Context: an optimization exercise on an open-source flow, tuned for small area, a short achievable clock period and few clock cycles per item. The choices shown serve that exercise and are no tape-out recipe.
For this run, only the layout was checked, not whether the RTL still works.
Power and IR drop assume default switching activity.

==> flow/design.v <==
module r30h (
    input  wire         clk,
    input  wire         rst,         
    input  wire         in_valid,
    input  wire [9:0]   in_token,    
    output wire         in_ready,
    output wire         done,
    output wire         failed,
    output wire [255:0] digest,
    output wire [31:0]  status
);
    localparam integer G         = 4;
    localparam integer KEY_START = 1212;
    localparam integer MID       = 1344;
    localparam integer LAST_GEN  = 2359;
    localparam integer FIRST_OUT = 1849;
    localparam integer LO        = 99;
    localparam integer HI        = 2589;
    localparam integer W         = HI - LO + 1;
    localparam integer KB        = KEY_START - LO;       
    localparam integer MI        = MID - LO;             
    localparam integer NCYC      = (LAST_GEN + G - 1) / G;       
    localparam integer SCYC      = (FIRST_OUT - 1) / G;          
    localparam integer M         = G / 2;                        
    localparam integer R         = (NCYC - SCYC) * M;            
    localparam [1:0] OP_INIT   = 2'd0,
                     OP_PUSH   = 2'd1,
                     OP_FINISH = 2'd2,
                     OP_ABORT  = 2'd3;
    reg         ready;       
    reg         done_r;      
    reg         failed_r;    
    reg         df_r;        
    reg         running;     
    reg         sampling;    
    reg         padx;        
    reg         fin_after;   
    reg         pad_after;   
    reg [9:0]   cnt;
    reg [63:0]  n;           
    reg         perr;
    reg         lovf;
    reg [7:0]   cause;
    reg [W-1:0] a;           
    reg [R-1:0] ring;        
    wire       absorb = ready && !df_r;
    wire       accept = in_valid && ready;
    wire [1:0] op     = in_token[9:8];
    wire [7:0] arg    = in_token[7:0];
    wire [4:0] fill   = n[4:0];
    wire [255:0] s    = ring[R-1 -: 256];
    wire do_init   = accept && op == OP_INIT;
    wire do_push   = accept && absorb && op == OP_PUSH;
    wire do_finish = accept && absorb && op == OP_FINISH;
    wire do_abort  = accept && absorb && op == OP_ABORT;
    wire short_fin = (fill <= 5'd24);
    wire [W-1:0] layer [0:G];
    assign layer[0] = a;
    genvar gl;
    generate
        for (gl = 0; gl < G; gl = gl + 1) begin : gen_layer
            assign layer[gl+1] = {layer[gl][W-2:0], 1'b0} ^
                                 (layer[gl] | {1'b0, layer[gl][W-1:1]});
        end
    endgenerate
    wire [M-1:0] smp;
    generate
        for (gl = 0; gl < M; gl = gl + 1) begin : gen_smp
            assign smp[M-1-gl] = layer[2*gl+1][MI];
        end
    endgenerate
    reg  [31:0]  lane_we;
    reg  [255:0] lane_val;
    integer i;
    always @(*) begin
        for (i = 0; i < 32; i = i + 1) begin
            lane_we[i] = (do_push && fill == i) ||
                         (do_finish && i >= fill) ||
                         padx;
            if (do_push)
                lane_val[255 - 8*i -: 8] = arg;
            else if (i >= 24 && (padx || short_fin))
                lane_val[255 - 8*i -: 8] = n[63 - 8*(i-24) -: 8];
            else
                lane_val[255 - 8*i -: 8] = 8'h00;
        end
    end
    wire [255:0] key_val = lane_val ^ s;
    reg [W-1:0] a_d;
    integer c;
    always @(*) begin
        for (c = 0; c < W; c = c + 1) begin
            if (running)
                a_d[c] = layer[G][c];
            else if (c >= KB && c < KB + 256)
                a_d[c] = lane_we[(c - KB) / 8] ? key_val[255 - (c - KB)] : a[c];
            else if (c == KB + 263)
                a_d[c] = 1'b1;
            else
                a_d[c] = 1'b0;
        end
    end
    always @(posedge clk)
        a <= a_d;
    always @(posedge clk) begin
        if (rst || do_init)
            ring[R-1 -: 256] <= 256'd0;
        else if (sampling)
            ring <= {ring[R-1-M:0], ring[R-1 -: M] ^ smp};
    end
    wire [64:0] n_inc = {1'b0, n} + 65'd1;
    always @(posedge clk) begin
        if (rst || do_init) begin
            ready     <= 1'b1;
            done_r    <= 1'b0;
            failed_r  <= 1'b0;
            df_r      <= 1'b0;
            running   <= 1'b0;
            sampling  <= 1'b0;
            padx      <= 1'b0;
            fin_after <= 1'b0;
            pad_after <= 1'b0;
            cnt       <= 10'd0;
            n         <= 64'd0;
            lovf      <= 1'b0;
            cause     <= 8'd0;
            if (rst)
                perr  <= 1'b0;
        end else begin
            if (accept && df_r)
                perr <= 1'b1;
            if (do_push) begin
                n <= n_inc[63:0];
                if (n_inc[64])
                    lovf <= 1'b1;
                if (fill == 5'd31) begin
                    ready     <= 1'b0;
                    running   <= 1'b1;
                    cnt       <= 10'd0;
                    fin_after <= 1'b0;
                    pad_after <= 1'b0;
                end
            end
            if (do_finish) begin
                ready     <= 1'b0;
                running   <= 1'b1;
                cnt       <= 10'd0;
                fin_after <= short_fin;
                pad_after <= !short_fin;
            end
            if (do_abort) begin
                cause    <= arg;
                failed_r <= 1'b1;
                df_r     <= 1'b1;
            end
            if (padx) begin
                padx      <= 1'b0;
                running   <= 1'b1;
                cnt       <= 10'd0;
                fin_after <= 1'b1;
                pad_after <= 1'b0;
            end
            if (running) begin
                cnt <= cnt + 10'd1;
                if (cnt == SCYC - 1)
                    sampling <= 1'b1;
                if (cnt == NCYC - 1) begin
                    running  <= 1'b0;
                    sampling <= 1'b0;
                    if (fin_after) begin
                        ready  <= 1'b1;
                        done_r <= 1'b1;
                        df_r   <= 1'b1;
                    end else if (pad_after) begin
                        padx   <= 1'b1;
                    end else begin
                        ready  <= 1'b1;
                    end
                end
            end
        end
    end
    assign in_ready = ready;
    assign done     = done_r;
    assign failed   = failed_r;
    assign digest   = s;
    assign status   = {10'd0, 1'b0, fill, cause, 1'b0, lovf, perr, 1'b0,
                       done_r, df_r, df_r, failed_r};
endmodule
==> flow/run.sh <==
#!/bin/bash
# synth_recipe.tcl (not shown) runs the flow's synth.tcl, then flattens the netlist and writes it again
# the make line also repeats each setting of config.mk as NAME=value (left out here)
make -C /OpenROAD-flow-scripts/flow DESIGN_CONFIG=/design/flow/config.mk WORK_HOME=/design/flow/orfs CLKGATE_MAP_FILE= SYNTH_SCRIPT=/design/flow/synth_recipe.tcl finish
==> flow/config.mk <==
export PLATFORM = sky130hd
export DESIGN_NAME = r30h
export DESIGN_NICKNAME = r30h
export VERILOG_FILES = /design/flow/design.v
export SDC_FILE = /design/flow/constraint.sdc
export NUM_CORES = 4
export LEC_CHECK = 0
export CAP_MARGIN = 20
export CORE_MARGIN = 2
export CORE_UTILIZATION = 40
export SLEW_MARGIN = 20
==> flow/constraint.sdc <==
create_clock -name core_clock -period 5.0 [get_ports {clk}]
set_input_delay 1.0000 -clock core_clock [delete_from_list [all_inputs] [get_ports {clk}]]
set_output_delay 1.0000 -clock core_clock [all_outputs]
set_load 0.01 [all_outputs]
==> metrics.md <==
| Metric | Value |
|---|---|
| Sequential area share after synthesis | 0.251 |
| WHS | 0.503 ns |
| Gr ovfl total | 0 |
| CTS tree | done |
| Synth top area share | 0.219 |
| Reg2reg path depth | 9 |
| DR WL/cell | 14.3 µm |
| Clock transition at the registers of the reported paths | 0.06 ns |
| Routability cong. | between 0.8 and 0.9 |
| Port bufs | 290 |
| Nets | around 30000 |
| Final Util | 0.429 |
| Cells after Synth | 31979 |
| DRT antenna net count | 0 |
| Number of post-CTS setup repair buffers | 0 |
| DRC Markers | 0 |
| Worst EP required | ~4 ns |
| RSZ-0062 raised after global routing | no |
| Initial Utilization | 0.401 |
| Chip Width | 773 µm |
| DRT Wirelength | around 550000 µm |
| Die Ht | 773 µm |
| Crit start category | flip-flop |
| GR Util met2 | 0.292 |
| Crit path largest cell delay | 0.84 ns |
| DIE AREA | 598000 µm² |
| Power Density | 225 nW/µm² |
| Crit-path max FO | 21 |
| Biggest area consumer among synthesized cells | dfxtp_1 |
| Post-synthesis register bit count | around 2800 |
| Data arrival time of the critical path | 2.64 ns |
| Ys async rst share | 0 |
| Post-Syn Area | 237000 µm² |
| CP Capture Type | output port |
| Post-synth EDFFs | 257 |
| Setup TNS | 0 ns |
| Initial antenna violation count | 1 |
| Hold Path Class | flip-flop to flip-flop |
| Flop2flop setup slack | approximately 1.5 ns |
| Share of post-route cells with drive strength above 1 | 0.0247 |
| Yosys Warn Count | 25 |
| Grt met3 use | 0.0201 |
| Crit path time final | 3.64 ns |
| Max-slew violation count | 0 |
| First-pass GRT wire length | 929000 µm |
| Hold path depth | 1 |
| Synth cell types | 76 |
| Crit Path Category | flip-flop to output port |
| CP top delay family | flip-flops |
| Busiest grt layer | met2 |
| Worst-skew pair later-pin latency | slightly above 1 ns |
| Buf/Inv on CP | 1 |
| Detailed Place HPWL | between 300000 and 400000 µm |
| Hold-fix buffers, CTS | 0 |
| Status | finished clean |
| Area grow syn2layout | 6.89% |
| Largest net degree at the start of global routing | 183 |
| Synth top area cells | dfxtp_1 22%, xor2_1 18%, nor2_1 12%, o21a_1 7.3%, or4_1 7.3% |
| H-Tree Depth | 5 |
| Least-Margin Pin Slew | 1.11 ns |
| Rel. slew slack | 0.259 |
| Layout Skew | 0.105 ns |
| Clk buf depth | 4 |
| Worst Hold Launch | cnt[8] |
| Ports | 304 |
| F_max | 0.275 GHz |
| Via density | 5.55 |
| LEAKAGE | 100 nW |
| Vias in the first global route | a little under 200k |
| Max cap viols | 0 |
| Clock Sinks | roughly 2800 |
| Vias | 211407 |
| Endpoint, Worst Hold | cnt[8] |
| Final Setup Violations | 0 |
| Met1 layer usage reported by global route | 0.233 |
| Critical path's slowest cell | dfxtp_1 |
| Synth Area per Inst | 7.40 µm² |
| Fin crit share | 0.728 |
| Clock root cell | clkbuf_16 |
| CTS buffer count | 374 |
| Post-cts repair resize count | 0 |
| Rows | about 280 |
| Hold Vio Cnt, Final | 0 |
| DR pass1 iterations | 6 |
| R2r endpoint | a[1330] |
| 1st-iter DRT viols | 10848 |
| Post-synth top flop | dfxtp_1 |
| Worst r2r src | n[1] |
| Global Route Usage Sum | 0.172 |
| Core Box Area | 590000 µm² |
| Cell Chain, Critical Path | clkdlybuf4s50_1 |
| Max VDD drop | about 320 µV |
==> registers in the layout, summed over array words and instances (netlist names), 8 cells and up <==
register,count
a,2491
ring,256
n,64
cnt,10
cause,8
==> synth_stat cells (32+ instances only) <==
library cell / instances
nor2_1: 7395
a21boi_1: 2280
a21oi_1: 108
nor3_1: 2341
mux2i_1: 331
and4_1: 173
or4_1: 2311
xnor2_1: 413
o22ai_1: 2309
clkbuf_1: 2734
nand3_1: 35
a211oi_1: 335
dfxtp_1: 2583
o21ai_0: 222
xor2_1: 4873
nand2_1: 245
nand4_1: 183
edfxtp_1: 257
nor4_1: 33
buf_2: 32
o21a_1: 2315
or3_1: 175
==> layout by cell type, fill, tap and decap left out, drive strengths merged, types with 13 or more instances in the layout <==
cell type	instances
clkbuf	508
buf	95
a21oi	108
o22ai	2309
edfxtp	257
o21a	2315
or3	176
nand3	35
and2	19
xor2	4873
conb	13
clkinv	99
nor4	35
or4	2311
a31oi	14
mux2i	331
clkinvlp	14
a211oi	335
nand2	246
a22oi	13
and4	173
inv	50
nor2	7395
nor3	2342
nand4	187
o21ai	243
clkdlybuf4s50	290
xnor2	413
bufinv	45
dfxtp	2583
a21boi	2296
nor2b	22
==> per-stage QoR <==
step                      cells  total power [mW]  instance area, µm²  worst slack, ns
final                     38071              56.9              253000             1.36
after global routing      38071              59.4              253000             1.30
after CTS                 38069              58.1              253000             1.28
after detailed placement  37388              28.7              240000            0.707
after global placement    37388              28.5              240000            0.847
after floorplan           31991              27.6              237000             1.92
==> worst max-delay path by stage <==
stage / startpoint / endpoint / slack, ns / cells after the start
4_1_cts: n[1] / status[17] / 1.28 / 1
3_5_place_dp: in_token[9] / a[1149] / 0.71 / 9
6_report: n[1] / status[17] / 1.36 / 1
3_3_place_gp: in_token[9] / a[1149] / 0.85 / 9
5_1_grt: n[1] / status[17] / 1.30 / 1
2_1_floorplan: in_token[9] / a[1161] / 1.92 / 5
==> power breakdown <==
part	total, mW	leakage, nW	internal (mW)	switching (mW)
sequential	23.5	23.2	23.2	0.326
clock	28.7	6.41	17.3	11.4
combinational	4.68	70.6	1.71	2.97
==> routing by layer <==
layer,vias up,part of all wire
li1,110889,-
met5,-,0
met3,719,0.033
met1,97467,0.49
met4,0,0.025
met2,2332,0.46
==> layout make-up <==
| cell class | count | area [µm²] |
|---|---|---|
| fillers | 59364 | 337000 |
| multi-input cells | 26318 | 166000 |
| flip-flops and latches | 2840 | 59400 |
| clock buffers | 508 | 10600 |
| well taps | 7810 | 9770 |
| repair buffers | 385 | 3980 |
| clock inverters | 173 | 2430 |
| inverters | 35 | 139 |
| diodes | 2 | 5.00 |
==> logic make-up after synthesis <==
kind of cell,Yosys count,synth area share
and+or+nand+nor,12984,0.265
AOI/OAI and AO/OA,7692,0.228
xor gates and xnor gates,5286,0.196
DFF,2840,0.251
buffers and inverters,2833,0.0455
muxes,331,0.0140
adders and majority gates,12,0.000614
other,1,0.0000159

-- afterwards: timing with drivers on the ports --
How much do the figures lean on ideal ports? The routed layout below was timed once more, with nothing changed but the port constraints. Step 1 sets driving cells, clkbuf_16 on the clock port and buf_2 on the other inputs (assumed; they add their load-dependent delay and slew). Step 2 moves the port delays by t, midway between the first and last clock arrival at a register: inputs arrive t later, outputs are due t later. That takes back most of the time a late clock gives input paths. Three values: no drivers, after step 1, after step 2; two values: the first two.
t, ns: 1.103
slack for setup (ns): 1.358 / 1.238 / 0.600
worst hold slack (ns): 0.503 / 0.503 / 0.503
After both steps setup and hold are still met in this run. For this run, drivers alone change the setup slack by -0.120 ns; drivers and shift together by -0.758 ns.
